This design comes from an exercise in tuning for a short achievable clock period and few clock cycles on the open sky130 flow, not from production work. In this exercise RTL edits were held to simulation tests only and were not proved equivalent to the original. Power is estimated from default activity; no workload was simulated.

indigo:
## pxc_decoder
module pxc_decoder (
    input             clk,
    input             rst,
    input             start,
    input      [3:0]  op,
    input      [4:0]  fmt,
    input      [10:0] width,
    input      [10:0] height,
    input      [23:0] in_len,
    output            busy,
    output reg        done,
    output reg [2:0]  sel_codec,
    output reg        sel_ov,
    output reg        sel_lr,
    output reg [1:0]  err,
    output reg [10:0] err_info,
    output reg        w_rsvd,
    output reg        w_dim,
    output reg        w_fmt,
    output reg        w_trunc,
    output reg        w_fallback,
    output reg [31:0] hdr,
    output            in_re,
    output     [21:0] in_addr,
    input      [31:0] in_rdata,
    output            pal_re,
    output     [7:0]  pal_raddr,
    input      [31:0] pal_rdata,
    output reg        pal_we,
    output reg [7:0]  pal_waddr,
    output reg [31:0] pal_wdata,
    output reg        out_we,
    output reg [21:0] out_addr,
    output reg [31:0] out_data
);
    localparam ERR_NONE    = 2'd0;
    localparam ERR_TRUNC   = 2'd1;
    localparam ERR_ILLEGAL = 2'd2;
    localparam C_NONE = 3'd0, C_I1 = 3'd1, C_I2 = 3'd2, C_I4 = 3'd3, C_I8 = 3'd4,
               C_565  = 3'd5, C_888 = 3'd6, C_8888 = 3'd7;
  ...
Size in the first run: roughly 1800 flip-flops, ~80000 um^2 of cells after synthesis.
make LEC_CHECK=0 ABC_CLOCK_PERIOD_IN_PS=1800 CAP_MARGIN=40 CORE_MARGIN=2 CORE_UTILIZATION=50 PLACE_DENSITY=0.65 SETUP_SLACK_MARGIN=3.8 SLEW_MARGIN=40 finish   # period 6.5 ns
run.sh (not shown) runs the stock make flow with config.mk's settings and CLKGATE_MAP_FILE= SYNTH_SCRIPT=/design/flow/synth_recipe.tcl, a recipe that flattens the netlist after the stock synthesis.
Testbench counts of indigo, summed over its fixed seeds: cycles 86,281.
The inputs of pepper differ from those of indigo as listed below.
-- flow/design.v --
<<< indigo, line 300
                                    f_win[31:16] | f_set[31:16]}
                                 : f_win | f_set;
    wire [3:0] fga = (state == S_IX && f_adv) ? fg1 : fg;
    wire [3:0] fgb = (state == S_IX && f_adv) ? fg2[3:0] : fg1;
    wire [4:0] fgc = (state == S_IX && f_adv) ? fg2 + 5'd1 : fg2;
    integer    gj;
    reg        x_vld;
>>> pepper, line 300
                                    f_win[31:16] | f_set[31:16]}
                                 : f_win | f_set;
    wire       f_adv_e = (state == S_IX) && f_adv;
    wire       x_in0   = (x_hoh & fg_oh)  != 16'd0;     
    wire       x_in1   = (x_hoh & fg1_oh) != 16'd0;     
    wire       x_in2   = (x_hoh & fg2_oh) != 16'd0;     
    wire       x_in3   = (x_hoh & {fg2_oh[14:0], 1'b0}) != 16'd0;    
    integer    gj;
    reg        x_vld;
<<< indigo, line 342
    wire        pk_hi   = (f_qz[3:0] == 4'd0);          
    wire [15:0] pk_loh  = pk_oh[15:0] | pk_oh[31:16];
    wire [3:0]  pk_e    = enc16(pk_loh);
    wire [3:0]  pk_e1   = enc16({pk_loh[14:0], 1'b0});   
    wire [7:0]  pk_ent  = {pk_hi ? fg1 : fg, pk_e};
    wire [4:0]  pk_g1   = pk_loh[15] ? (pk_hi ? fg2 : fg_p1) : {1'b0, pk_hi ? fg1 : fg};
    wire [8:0]  pk_addr = g_b0[0] ? {pk_g1, pk_e1} : {1'b0, pk_ent};
    reg  [7:0] ibyte;
    reg  [7:0] xidx;
>>> pepper, line 344
    wire        pk_hi   = (f_qz[3:0] == 4'd0);          
    wire [15:0] pk_loh  = pk_oh[15:0] | pk_oh[31:16];
    reg  [7:0]  pk_ent;
    reg  [8:0]  pk_addr;
    reg  [1:0]  q_z;
    reg  [7:0]  q_ent;
    reg  [8:0]  q_addr;
    integer     qa;
    always @(*) begin
        pk_ent  = 8'd0;
        pk_addr = 9'd0;
        for (qa = 0; qa < 8; qa = qa + 1) begin
            q_z   = {f_lz[4*qa + 3] | f_lz[4*qa + 2], f_lz[4*qa + 3] | f_lz[4*qa + 1]};
            q_ent = {qa < 4 ? fg : fg1, qa[1:0], q_z};
            if (!g_b0[0])       q_addr = {1'b0, q_ent};
            else if (q_z != 2'd3) q_addr = {1'b0, q_ent[7:2], q_z + 2'd1};
            else if (qa == 3)   q_addr = {fg_p1, 4'd0};
            else if (qa == 7)   q_addr = {fg2, 4'd0};
            else                q_addr = {1'b0, qa < 4 ? fg : fg1, qa[1:0] + 2'd1, 2'd0};
            pk_ent  = pk_ent  | (q_ent  & {8{f_qsel[qa]}});
            pk_addr = pk_addr | (q_addr & {9{f_qsel[qa]}});
        end
    end
    reg  [7:0] ibyte;
    reg  [7:0] xidx;
<<< indigo, line 667
        y_hoh  <= x_hoh;
        y_loh  <= x_loh;
        y_wm   <= {(x_idx[7:4] == fgb) ? x_loh : 16'd0, (x_idx[7:4] == fga) ? x_loh : 16'd0};
        y_w2   <= (!fgc[4] && x_idx[7:4] == fgc[3:0]) ? x_loh : 16'd0;
        y_last <= x_last;
        y_addr <= {1'b0, x_idx} + g_b0;
>>> pepper, line 685
        y_hoh  <= x_hoh;
        y_loh  <= x_loh;
        y_wm   <= {x_loh & {16{f_adv_e ? x_in2 : x_in1}}, x_loh & {16{f_adv_e ? x_in1 : x_in0}}};
        y_w2   <= x_loh & {16{f_adv_e ? x_in3 : x_in2}};
        y_last <= x_last;
        y_addr <= {1'b0, x_idx} + g_b0;
Findings:
- Per the final summary, pepper finished and its layout is clean on timing, DRC and antenna.
- Going from indigo to pepper, clock power share increased by 0.2 points relative to the old numbers, count of cells resized by post-cts repair shrank by 5.1%, number of vias per cell increased by about 0.8% relative to the old numbers, layout-stage area growth over the synthesis result rose 0.81 points.
- Taking indigo as the reference, in pepper hold slack saw an increase; arrival time at the worst endpoint saw an increase; ratio of final minimum period to clock period saw an increase.
- Taking pepper as 1.0, indigo lands at 0.949 on clock buffer count.
- NOTE synthesized cell count indigo->pepper increased slightly
- Area of the die delta (pepper − indigo): unfavourable
Testbench counts of pepper, summed over its fixed seeds: cycles 86,281.

==> what the ideal ports hide <==
No port has a modelled driver above. Below, the same layouts with a new extraction and two added sets of constraints.
Step 1, drivers: a clkbuf_16 drives clk and a buf_2 each remaining input, both assumed.
Step 2 also shifts input and output timing later by t, the mid clock arrival at the registers, as if the neighbouring blocks saw the same clock.
Three values: ideal, step 1, step 2; two values: the first two.
run | shift t [ns] | setup slack, ns | latest minus earliest clock arrival (ns)
indigo | 0.903 | 3.651 / 3.651 / 2.865 | 0.059 / 0.059
pepper | 0.881 | 3.433 / 3.433 / 3.072 | 0.032 / 0.032
After both steps setup and hold are still met in every run listed. The setup slack of indigo, which loses most, moves by 0.000 ns with the drivers and by -0.786 ns with both steps.
